Background: an optimization exercise with open tools, aiming at small area, a short achievable clock period and few clock cycles. Do not read the settings as production practice.
Function was checked by simulation only, so behaviour that the tests miss may differ from the original.
Power figures rest on the tool's default switching activity, not on a simulated workload.

v8:
## tr1_bitcodec
module tr1_bitcodec (
    input  wire        clk,
    input  wire        rst,         
    input  wire        bus_en,      
    input  wire        bus_we,      
    input  wire [1:0]  bus_space,   
    input  wire [5:0]  bus_addr,    
    input  wire [31:0] bus_wdata,
    output reg  [31:0] bus_rdata,   
    output wire        busy         
);
For scale: about 3100 cells after synthesis, roughly 740 flip-flops, roughly 77 I/O pins, about 35000 um2 of cells after synthesis.
clock: 8.0 ns
lec_check: 0
abc_area: 1
cap_margin: 20
core_margin: 2
core_utilization: 55
setup_slack_margin: 4.6
slew_margin: 20
tns_end_percent: 100
standard.sh (not shown) runs the stock make flow with config.mk's settings and CLKGATE_MAP_FILE= SYNTH_SCRIPT=/design/flow/synth_recipe.tcl, a recipe that flattens the netlist after the stock synthesis.
==> flow/flow/run.sh <==
#!/bin/bash
# The standard layout (standard.sh), with one change: ABC maps the synthesized
# logic with the area script in flow/abc_area.script (ABC's &nf mapper after
# &dch) instead of ORFS's map-based area script. Registers are mapped before
# ABC runs, so they are the standard synthesis's.
set -euo pipefail
rm -rf scripts_abc
mkdir scripts_abc
cp -rL "$FLOW_HOME/scripts/." scripts_abc/
cp flow/abc_area.script scripts_abc/abc_area.script
export SCRIPTS_DIR="$PWD/scripts_abc"
bash standard.sh > standard.log 2>&1
==> flow/flow/abc_area.script <==
strash
&get -n
&fraig -x
&put
scorr
dc2
strash
&get -n
&dch -f
&nf {D}
&put
Testbench counts of v8, summed over its fixed seeds: cycles 16,814.
The inputs of v58 differ from those of v8 as listed below.
- CORE_UTILIZATION changed from 55 to 65
==> comparison <==
Of the two values seen for end of the critical path, nk_q[3]$_SDFFCE_PN0N_ was produced by v8 and raw_q[4]$_DFFE_PP_ by v58.
Looking at critical path launch point, the bus_addr[2] result is from v58; the rem[6]$_DFFE_PP_ one comes from v8.
On number of instances on the worst hold path, v8 tracks v58 almost exactly.
Global-route wire length before repair: v58 > v8
From v8 to v58 the numbers moved as follows: slack of the critical path -0.17 ns; number of optimization iterations in the first detailed-route pass +3; final sum of negative setup slack ~0 delta; pre-CTS setup slack -0.17 ns.
v58 and v8 ended up with nearly the same non-clock buffer contribution to total cell area.
### v58 -> v57
- CORE_UTILIZATION changed from 65 to 55
- SETUP_SLACK_MARGIN changed from 4.6 to 4.8
## What came out
Cmp v57 vs v58: global-route usage over all layers lower in v57
v57 has more setup slack than v58.
v57 vs v58: footprint of the multi-input gates up in v57
Relative to v58, the cell depth of the worst hold path of v57 is lower by 1.
Area taken by flip-flops and latches: v57 vs v58, no meaningful difference
Cmp v57 vs v58: clock share of power higher in v57
When v57 is measured against v58, its share of layout cells above drive strength 1 turns out 5.4 points higher.
v57: routed length on met1 higher than v58
raw_q[4]$_DFFE_PP_ as the last element of the critical path was reported by v58, and in_q[6]$_DFFE_PP_ by v57.
Changes in v53 relative to v57:
- TNS_END_PERCENT now 0, was 100
- SETUP_SLACK_MARGIN now 4.6, was 4.8
==> flow/run.sh (new file) <==
#!/bin/bash
# synth_recipe.tcl (not shown) runs the flow's synth.tcl, then flattens the netlist and writes it again
# the make line also repeats each setting of config.mk as NAME=value (left out here)
make -C /OpenROAD-flow-scripts/flow DESIGN_CONFIG=/design/flow/config.mk WORK_HOME=/design/flow/orfs CLKGATE_MAP_FILE= SYNTH_SCRIPT=/design/flow/synth_recipe.tcl finish
removed: flow/flow/run.sh
removed: flow/flow/abc_area.script
removed: flow/standard.sh
Notes after the runs:
- v57 → v53: overall power after layout went down, met2 usage went down.
- In v53, net switching power of the design is lower than in v57.
- Timing-limited maximum frequency, v53 vs v57: down by more than 10%
- Delta (v53 minus v57): worst voltage drop across the vdd grid now larger; critical path's largest stage delay moved up; sequential fraction of total cell area moved up.
- When the final numbers for v57 and v53 were put side by side, the total vias in the final route turned out to be smaller in v57.
- Of v57 and v53, v57 shows the higher portion of the layout cell area used by non-clock buffers, with v53 below it.
- The final layout net count in v53 is 1.14 times that in v57.
Relative to v53, the following input files were edited for v32:
==> flow/flow/run.sh (new file) <==
#!/bin/bash
# The standard layout (standard.sh), with one change: ABC maps the synthesized
# logic with the area script in flow/abc_area.script (ABC's &nf mapper after
# &dch) instead of ORFS's map-based area script. Registers are mapped before
# ABC runs, so they are the standard synthesis's.
set -euo pipefail
rm -rf scripts_abc
mkdir scripts_abc
cp -rL "$FLOW_HOME/scripts/." scripts_abc/
cp flow/abc_area.script scripts_abc/abc_area.script
export SCRIPTS_DIR="$PWD/scripts_abc"
bash standard.sh > standard.log 2>&1
==> flow/flow/abc_area.script (new file) <==
strash
&get -n
&fraig -x
&put
scorr
dc2
strash
&get -n
&dch -f
&nf {D}
&put
==> flow/standard.sh (new file) <==
#!/bin/bash
# synth_recipe.tcl (not shown) runs the flow's synth.tcl, then flattens the netlist and writes it again
# the make line also repeats each setting of config.mk as NAME=value (left out here)
make -C /OpenROAD-flow-scripts/flow DESIGN_CONFIG=/design/flow/config.mk WORK_HOME=/design/flow/orfs CLKGATE_MAP_FILE= SYNTH_SCRIPT=/design/flow/synth_recipe.tcl "${@:-finish}"
removed: flow/run.sh
- v32 vs v53: setup slack up in v32
- Compared v32 vs v53, and post-synthesis sequential area ratio is up in v32.
- Comparing the two runs side by side, v32 comes out behind v53 on total detailed-routing wirelength.
- Run comparison: v32 leading cell type in the layout, fill and taps excluded sky130_fd_sc_hd__edfxtp_1; v53 leading cell type in the layout, fill and taps excluded sky130_fd_sc_hd__nand2_1
- [compare] base=v53 new=v32: via count -2188; layout-stage area growth over the synthesis result +8.3 points; maximum number of pins on one net before global-route repair -56; post-layout net count -651; maximum clock rate +0.036 GHz.

[afterwards: timing with drivers on the ports]
In the flow no input, the clock included, has a driving cell. The finished layouts below were timed again as built, in two steps.
Step 1 (the two cells are an assumption about what drives the block):
set clk [get_ports {clk}]
set_driving_cell -lib_cell sky130_fd_sc_hd__clkbuf_16 $clk
set_driving_cell -lib_cell sky130_fd_sc_hd__buf_2 [delete_from_list [all_inputs] $clk]
Step 2 also shifts input and output timing later by t, the mid clock arrival at the registers, as if the neighbouring blocks saw the same clock.
Three values: ideal ports, drivers, drivers and shift; two values: the first two.
run | shift t [ns] | setup WS [ns] | worst setup path after step 2 | worst register clock-pin slew, ns
v8 | 0.697 | 4.541 / 4.541 / 3.922 | input to register | 0.06 / 0.06
v58 | 0.681 | 4.375 / 4.411 / 3.729 | input to register | 0.07 / 0.07
v57 | 0.694 | 4.603 / 4.618 / 3.930 | input to register | 0.07 / 0.07
v53 | 0.703 | 3.928 / 3.973 / 3.270 | input to register | 0.07 / 0.07
v32 | 0.687 | 4.451 / 4.402 / 3.748 | input to register | 0.07 / 0.07
After both steps every run listed still meets setup and hold. The setup slack of v32, which loses most, moves by -0.049 ns with the drivers and by -0.703 ns with both steps.
